Source: an optimization exercise on an open RTL-to-GDS flow (aim: small area, a short achievable clock period and few clock cycles per item). Production flows keep margins and buffers that such runs may drop.
At most, simulation tests tie the RTL to the original design; equivalence was not proved.
Power is estimated from default activity; no workload was simulated.

Setup of amber:
// uecp_frame_dec
module uecp_frame_dec (
    input  wire       clk,
    input  wire       rst,
    input  wire       in_valid,
    output wire       in_ready,
    input  wire [7:0] in_data,
    input  wire       in_last,
    output reg        res_valid,
    input  wire       res_ready,
    output reg  [2:0] res_status,
    output wire [9:0] res_site,
    output wire [5:0] res_enc,
    output wire [7:0] res_seq,
    output wire [7:0] res_mel,
    output wire [7:0] res_nelem
);
For scale: ~560 cells after synthesis, roughly 110 flip-flops, roughly 58 I/O pins, about 5300 um2 of cells after synthesis.
Settings: LEC_CHECK=0, CAP_MARGIN=20, CORE_MARGIN=2, CORE_UTILIZATION=40, SETUP_SLACK_MARGIN=1.8, SLEW_MARGIN=20; clock period 3.5 ns.
run.sh (not shown) runs the stock make flow with config.mk's settings and CLKGATE_MAP_FILE= SYNTH_SCRIPT=/design/flow/synth_recipe.tcl, a recipe that flattens the netlist after the stock synthesis.
amber completed end to end with timing, DRC and antenna clean.
Inputs modified between amber and garnet:
# amber
export LEC_CHECK = 0
export CAP_MARGIN = 20
export CORE_MARGIN = 2
export CORE_UTILIZATION = 40
export SETUP_SLACK_MARGIN = 1.8
export SLEW_MARGIN = 20
create_clock -name core_clock -period 3.5 [get_ports {clk}]
# garnet
export LEC_CHECK = 0
export ABC_AREA = 1
export CAP_MARGIN = 20
export CORE_MARGIN = 2
export CORE_UTILIZATION = 40
export SETUP_SLACK_MARGIN = 1.8
export SLEW_MARGIN = 20
create_clock -name core_clock -period 3.5 [get_ports {clk}]
[summary]
- [garnet] number of non-clock buffers in the layout rose about 40% relative to amber
- garnet vs. amber: peak ir drop on the vdd network went up 0.035 mV; number of global-route vias before repair up about 10%; wire length saw an increase.
- When the final numbers for amber and garnet were put side by side, the post-synthesis share of cell area spent on and, or, nand and nor gates turned out to be smaller in amber.
- Diff amber -> garnet: final cell utilization of the core went up 2.3 points, final non-filler cell area went up about 11%.
Function was not checked in any run of this note: the RTL went through the layout flow alone.


== alpha ==
uecp_frame_dec, a different RTL version from the one above (not shown whole).
Size in the first run: roughly 560 cells after synthesis, about 58 I/O pins, about 5100 um^2 of cells after synthesis.
Settings: LEC_CHECK=0, CAP_MARGIN=20, CORE_MARGIN=2, CORE_UTILIZATION=40, SETUP_SLACK_MARGIN=1.95, SLEW_MARGIN=20; clock period 3.5 ns.
standard.sh (not shown) runs the stock make flow with config.mk's settings and CLKGATE_MAP_FILE= SYNTH_SCRIPT=/design/flow/synth_recipe.tcl, a recipe that flattens the netlist after the stock synthesis.
==> flow/flow/run.sh <==
#!/bin/bash
# Standard layout, with the I/O port buffers built from a small buffer cell
# instead of the delay cell buffer_ports picks on its own. Synthesis is the
# standard one (standard.sh synth), so the registers keep their names.
set -euo pipefail
bash standard.sh synth > synth.log 2>&1
bash standard.sh BUFFER_PORTS_ARGS="-buffer_cell sky130_fd_sc_hd__buf_2" finish > layout.log 2>&1
Testbench counts of alpha, summed over its fixed seeds: cycles 39,609, frames 384.
Relative to alpha, the following input files were edited for beta:
- GPL_TIMING_DRIVEN now 0, previously not set
- GPL_ROUTABILITY_DRIVEN now 0, previously not set
- SETUP_SLACK_MARGIN now 1.85, was 1.95
## What came out
Run comparison: alpha origin of the worst setup path wstate[0]$_SDFFE_PP0P_; beta origin of the worst setup path in_data[1]
Lower number of instances in the placed design goes to alpha over beta.
Synthesis-to-layout area growth was higher in the run labelled alpha.
The maximum ir drop on the vdd rail of beta and that of alpha are within noise of each other.
From beta to alpha, mean post-synth cell area did not move at all.
Between beta and alpha, the die area figures differ only marginally.
Switching power total (lower): beta
## Diff of input files: gamma against beta
- swapping 40 for 35 in CORE_UTILIZATION
- clearing GPL_TIMING_DRIVEN, which used to be 0
- clearing GPL_ROUTABILITY_DRIVEN, which used to be 0
[summary]
- NOTE floorplan die area beta->gamma increased by more than 10%
- gamma finished all stages; the layout is clean.
- beta has completed all stages; timing, DRC and antenna checks passed.
- For standard cell core area, dividing the value from beta by the value from gamma gives 0.871.
- Going from beta to gamma, clock group share of total power shrinks by 0.9 points.
- Sort gamma and beta by clock period minus worst slack, descending, and beta comes first.
- beta consumes more power than gamma.
- The run with more routed wire is gamma, not beta.
- Relative to beta, the final cell area reported for gamma is higher.


Setup of exp/yarrow:
Another version of the RTL of uecp_frame_dec (not shown whole).
Size in the first run: roughly 580 cells after synthesis, roughly 58 I/O pins, about 0.0054 sq mm of cells after synthesis.
export LEC_CHECK = 0
export CAP_MARGIN = 20
export CORE_MARGIN = 2
export CORE_UTILIZATION = 40
export SETUP_SLACK_MARGIN = 1.8
export SLEW_MARGIN = 20
create_clock -name core_clock -period 3.5 [get_ports {clk}]
Scripts as last shown in full above: flow/flow/run.sh
exp/yarrow completed; timing, DRC and antenna clean
[inputs] exp/pepper vs exp/yarrow
-- flow/config.mk --
<<< exp/yarrow, line 10
export CORE_UTILIZATION = 40
export SETUP_SLACK_MARGIN = 1.8
export SLEW_MARGIN = 20
>>> exp/pepper, line 10
export CORE_UTILIZATION = 40
export SETUP_SLACK_MARGIN = 1.9
export SLEW_MARGIN = 20
Notes after the runs:
Going from exp/yarrow to exp/pepper, total met2 wirelength after detailed routing grew by more than 10%.
Diff exp/yarrow -> exp/pepper | proportion of power drawn by the clock network | decrease of 2.1 points
The setup slack of exp/pepper is larger than that of exp/yarrow.
Changes observed in exp/pepper relative to exp/yarrow: actual transition at the worst max-transition pin has decreased, count of clock-buffer cells in the layout now smaller, path length in cells of the critical path now smaller.
Input-level comparison between exp/quartz and exp/pepper:
-- flow/config.mk --
<<< exp/pepper, line 10
export CORE_UTILIZATION = 40
export SETUP_SLACK_MARGIN = 1.9
export SLEW_MARGIN = 20
>>> exp/quartz, line 10
export CORE_UTILIZATION = 40
export SETUP_SLACK_MARGIN = 1.7
export SLEW_MARGIN = 20
Findings:
exp/quartz reached the final stage; the timing, design-rule and antenna checks on its layout passed. exp/pepper has completed all stages; timing, DRC and antenna checks passed. The worst setup slack in exp/quartz sits 0.14 ns below the value recorded for exp/pepper. Timing startpoint of the critical path = in_data[1]: exp/quartz; timing startpoint of the critical path = in_data[0]: exp/pepper. From exp/pepper to exp/quartz the numbers moved as follows: power density relative to cell area rose by about 10%, global-route usage fell by 2.1 points.
--- input diff exp/quartz..exp/zinc ---
-- flow/config.mk --
<<< exp/quartz, line 9
export CORE_MARGIN = 2
export CORE_UTILIZATION = 40
export SETUP_SLACK_MARGIN = 1.7
export SLEW_MARGIN = 20
>>> exp/zinc, line 9
export CORE_MARGIN = 2
export CORE_UTILIZATION = 35
export SETUP_SLACK_MARGIN = 1.8
export SLEW_MARGIN = 20
Results
In the route summary, exp/zinc ends up with a via count exceeding that of exp/quartz.
Non-clock buffer count was higher in exp/zinc than in exp/quartz.
Length in cells of the worst reg-to-reg path, exp/zinc and exp/quartz: higher on exp/zinc
| fmax | exp/zinc vs exp/quartz | better |
The clock network power share of exp/zinc exceeds that of exp/quartz by 1.9 points.
No run of this note included a check of the RTL's function; only the layout flow was run.


RTL: one of the versions met above, not the one the previous note started from.
Size in the first run: roughly 560 cells after synthesis, ~110 flip-flops, roughly 58 I/O pins, roughly 0.0051 mm² of cells after synthesis.
clock: 3.5 ns
lec_check: 0
cap_margin: 20
core_margin: 2
core_utilization: 35
gpl_timing_driven: 0
setup_slack_margin: 1.85
slew_margin: 20
Scripts as last shown in full above: flow/flow/run.sh
The baseline passed the timing, design-rule and antenna checks.
Testbench counts at the start, summed over its fixed seeds: cycles 39,609, frames 384.
Then changed:
Settings changed: CORE_UTILIZATION 35 to 40, SETUP_SLACK_MARGIN 1.85 to 1.9.
Effect:
- The changed run completed with no timing, DRC or antenna violations
- routed wire length falls by about 2.5%
- final cell count falls by about 1.8%
- non-clock buffer count falls by 3
Then changed:
Settings changed: GPL_TIMING_DRIVEN 0 to not set, SETUP_SLACK_MARGIN 1.9 to 2.0.
Hold slack is better by 0.11 ns.
Die area does not change.
Combinational power rose by 29%.
Clock power climbs by 2.2%.
Synthesized area stays the same.
Cell area grows by 16%.


Another version of the RTL of uecp_frame_dec (not shown whole).
Size in the first run: about 580 cells after synthesis, ~110 flip-flops, about 58 I/O pins, ~5100 sq um of cells after synthesis.
Settings: LEC_CHECK=0, CAP_MARGIN=20, CORE_MARGIN=2, CORE_UTILIZATION=40, SETUP_SLACK_MARGIN=1.8, SLEW_MARGIN=20; clock period 3.5 ns.
Scripts as last shown in full above: flow/flow/run.sh
==> next run, changes <==
- SETUP_SLACK_MARGIN: 1.8 -> 1.9
Result: The new run finished clean; design area rises by 5.8%; synthesized cell count stays the same; register-to-register slack got worse by 0.02 ns; worst hold slack barely changes; power is higher by 2.6%; worst setup slack is better by 0.017 ns; clock skew barely changes; non-clock buffer count rises by 16; count of clock-buffer cells in the layout climbs by 1; clock power rises by 4.2%; die area does not change.
==> next run, changes <==
- CORE_UTILIZATION: 40 -> 35
- SETUP_SLACK_MARGIN: 1.9 -> 1.85
Final cell count is lower by 1.3%; hold slack stays flat; clock-buffer cell count falls by 1; design area falls by 5.2%; via count came out lower by 3.5%; power drops by 1.3%; sequential share of layout area rose by 1.6 points; clock skew barely changes.
==> next run, changes <==
- CORE_UTILIZATION: 35 -> 40
What happened:
- utilization goes up by 7.3 points
- power rose by 3.0%
- cell count does not change
- clock power rises by about 7%
- synthesized area stays the same
- routed wire length rose by 1.1%
- die area is lower by about 12%
- hold slack stays flat
No functional check of the RTL was part of any run of this note.


Setup of run 1:
uecp_frame_dec, a different RTL version from the one above (not shown whole).
Size: about 110 flip-flops, about 5300 sq um of cells after synthesis.
export LEC_CHECK = 0
export CAP_MARGIN = 20
export CORE_MARGIN = 2
export CORE_UTILIZATION = 40
export SETUP_SLACK_MARGIN = 1.75
export SLEW_MARGIN = 20
create_clock -name core_clock -period 3.5 [get_ports {clk}]
Scripts as last shown in full above: flow/flow/run.sh
Run 1 | status: complete | timing, DRC, antenna: pass
--- input diff run 1..run 2 ---
- SETUP_SLACK_MARGIN now 1.8, was 1.75
==> flow/flow/run.sh <==
#!/bin/bash
# Standard layout with two changes: the I/O port buffers are built from a
# small buffer cell (instead of the delay cell buffer_ports picks on its own),
# and clock tree synthesis inserts no dummy loads. Synthesis is the standard
# one (standard.sh synth), so the registers keep their names.
set -euo pipefail
bash standard.sh synth > synth.log 2>&1
bash standard.sh \
  BUFFER_PORTS_ARGS="-buffer_cell sky130_fd_sc_hd__buf_2" \
  CTS_ARGS="-sink_clustering_enable -repair_clock_nets -dont_use_dummy_load" \
  finish > layout.log 2>&1
### Flow results
Delta (run 2 minus run 1): worst setup slack saw a decrease, buffer and inverter count on the worst path saw an increase, post-layout net count saw a decrease, non-clock buffer count saw a decrease. Run 2 vs run 1, relative contribution of sequential cells to total power went up by 4.0 points. On achievable clock frequency, run 1 beats run 2. [compare] base=run 1 new=run 2: first-iteration DRC count rose 33, relative max-transition margin was more or less identical, final cell area excluding filler cells went down.
Setup changes, run 2 to run 3
==> flow/flow/run.sh <==
#!/bin/bash
# Standard layout, with the I/O port buffers built from a small buffer cell
# instead of the delay cell buffer_ports picks on its own. Synthesis is the
# standard one (standard.sh synth), so the registers keep their names.
set -euo pipefail
bash standard.sh synth > synth.log 2>&1
bash standard.sh BUFFER_PORTS_ARGS="-buffer_cell sky130_fd_sc_hd__buf_2" finish > layout.log 2>&1
Results
Both conditions hold for run 3: the flow ran to the end and the final layout passed the timing, design-rule and antenna checks.
Between run 2 and run 3, share of cells above drive strength 1 is higher for run 3, run 2 comes in under that.
Measured against each other, run 2 and run 3 differ in via count of the first global-routing pass, the lower figure coming from run 2.
Run 2 has a higher maximum clock skew at final layout than run 3.
Between run 2 and run 3, the difference in row count is negligible.
In the reports for run 2 and run 3, the larger iteration count of the initial detailed-routing pass belongs to run 3.
No functional check of the RTL was part of any run of this note.


Setup of maple:
Another version of the RTL of uecp_frame_dec (not shown whole).
Size in the first run: roughly 580 cells after synthesis, roughly 58 I/O pins, ~5400 um^2 of cells after synthesis.
clock: 3.5 ns
lec_check: 0
cap_margin: 20
core_margin: 2
core_utilization: 40
cts_cluster_diameter: 80
cts_cluster_size: 30
setup_slack_margin: 1.8
slew_margin: 20
==> flow/flow/run.sh <==
#!/bin/bash
# Standard layout, with the I/O port buffers built from a small buffer cell
# instead of the delay cell buffer_ports picks on its own. Synthesis is the
# standard one (standard.sh synth), so the registers keep their names.
set -euo pipefail
bash standard.sh synth > synth.log 2>&1
bash standard.sh BUFFER_PORTS_ARGS="-buffer_cell sky130_fd_sc_hd__buf_2" finish > layout.log 2>&1
maple has completed all stages; timing, DRC and antenna checks passed.
Testbench counts of maple, summed over its fixed seeds: cycles 39,233, frames 384.
For violet, these inputs were changed with respect to maple:
Settings: CORE_UTILIZATION: 40 -> 55; CTS_CLUSTER_DIAMETER: 80 -> unset; CTS_CLUSTER_SIZE: 30 -> unset.
==> summary.txt <==
- maple has lower sequential share of layout area than violet.
- Summary of violet over maple: minimum setup slack in the final design decreased 0.011 ns, clock power decreased about 24%, post-route total power decreased about 9%, finished layout cell area decreased 1.1%.
- When the final numbers for maple and violet were put side by side, the fraction of the cycle the final worst path needs turned out to be smaller in maple.
- A worst setup path category of register to register is what violet shows, while register to output port belongs to maple.
- Number of resized instances in the post-cts repair step, violet vs maple: up by a few percent
Input changes introduced in harbor (baseline for comparison: violet):
Settings: CORE_UTILIZATION: 55 -> 40; SETUP_SLACK_MARGIN: 1.8 -> 1.85.
==> summary.txt <==
- ~same cell count of the worst hold path in violet and harbor
- The net total in the final layout of harbor is higher than that of violet.
- [harbor vs violet] critical path depth: higher in harbor
- Going from violet to harbor, the final worst setup slack was found to have gone up by 0.022 ns.
- Re count of fill cells added during filler insertion: harbor is 396 up on violet.
- Via count grows slightly when moving from violet to harbor.
- Re post-cts sizing count: violet and harbor aren't equal, and the higher value belongs to harbor.

==> afterwards: timing with drivers on the ports <==
How much do the figures lean on ideal ports? The routed layouts below were timed once more, with nothing changed but the port constraints. Step 1 (the two cells are an assumption about what drives the block):
set clk [get_ports {clk}]
set_driving_cell -lib_cell sky130_fd_sc_hd__clkbuf_16 $clk
set_driving_cell -lib_cell sky130_fd_sc_hd__buf_2 [delete_from_list [all_inputs] $clk]
Step 2 times the ports against the registers' clock, not the clock port: input delays grow and output delays shrink by t, the midpoint of the rising clock arrivals with the driver on. a / b / c = ideal / step 1 / step 2; a / b = the first two.
| run | t (ns) | slack for setup (ns) | hold slack, ns | cell pins on the clock port's net |
|---|---|---|---|---|
| amber | 0.384 | 1.835 / 1.800 / 1.462 | 0.449 / 0.449 / 0.449 | 1 |
| garnet | 0.395 | 1.764 / 1.764 / 1.514 | 0.481 / 0.481 / 0.481 | 1 |
| alpha | 0.380 | 1.868 / 1.868 / 1.561 | 0.465 / 0.465 / 0.465 | 1 |
| beta | 0.380 | 1.894 / 1.881 / 1.528 | 0.362 / 0.362 / 0.362 | 1 |
| gamma | 0.385 | 1.912 / 1.881 / 1.544 | 0.454 / 0.454 / 0.454 | 1 |
| exp/yarrow | 0.444 | 1.800 / 1.796 / 1.352 | 0.447 / 0.447 / 0.447 | 1 |
| exp/pepper | 0.448 | 1.855 / 1.840 / 1.396 | 0.449 / 0.449 / 0.449 | 1 |
| exp/quartz | 0.440 | 1.717 / 1.717 / 1.277 | 0.450 / 0.450 / 0.450 | 1 |
| exp/zinc | 0.447 | 1.821 / 1.806 / 1.359 | 0.450 / 0.450 / 0.450 | 1 |
| the first run of note 4 | 0.392 | 1.899 / 1.861 / 1.562 | 0.365 / 0.365 / 0.365 | 1 |
| the second run of note 4 | 0.386 | 1.927 / 1.908 / 1.610 | 0.364 / 0.364 / 0.364 | 1 |
| the third run of note 4 | 0.385 | 1.924 / 1.885 / 1.674 | 0.470 / 0.470 / 0.470 | 1 |
| the first run of note 5 | 0.383 | 1.856 / 1.828 / 1.493 | 0.455 / 0.455 / 0.455 | 1 |
| the second run of note 5 | 0.378 | 1.873 / 1.873 / 1.529 | 0.454 / 0.454 / 0.454 | 1 |
| the third run of note 5 | 0.384 | 1.866 / 1.849 / 1.510 | 0.453 / 0.453 / 0.453 | 1 |
| the fourth run of note 5 | 0.385 | 1.891 / 1.861 / 1.524 | 0.452 / 0.452 / 0.452 | 1 |
| run 1 | 0.386 | 1.637 / 1.613 / 1.227 | 0.452 / 0.452 / 0.452 | 1 |
| run 2 | 0.377 | 1.567 / 1.566 / 1.189 | 0.450 / 0.450 / 0.450 | 1 |
| run 3 | 0.381 | 1.556 / 1.561 / 1.181 | 0.449 / 0.449 / 0.449 | 1 |
| maple | 0.391 | 1.835 / 1.796 / 1.463 | 0.450 / 0.450 / 0.450 | 1 |
| violet | 0.403 | 1.824 / 1.795 / 1.465 | 0.457 / 0.457 / 0.457 | 1 |
| harbor | 0.390 | 1.846 / 1.836 / 1.446 | 0.451 / 0.451 / 0.451 | 1 |
After both steps every run listed still meets setup and hold. For exp/zinc, which loses most, drivers alone change the setup slack by -0.015 ns; drivers and shift together by -0.462 ns.
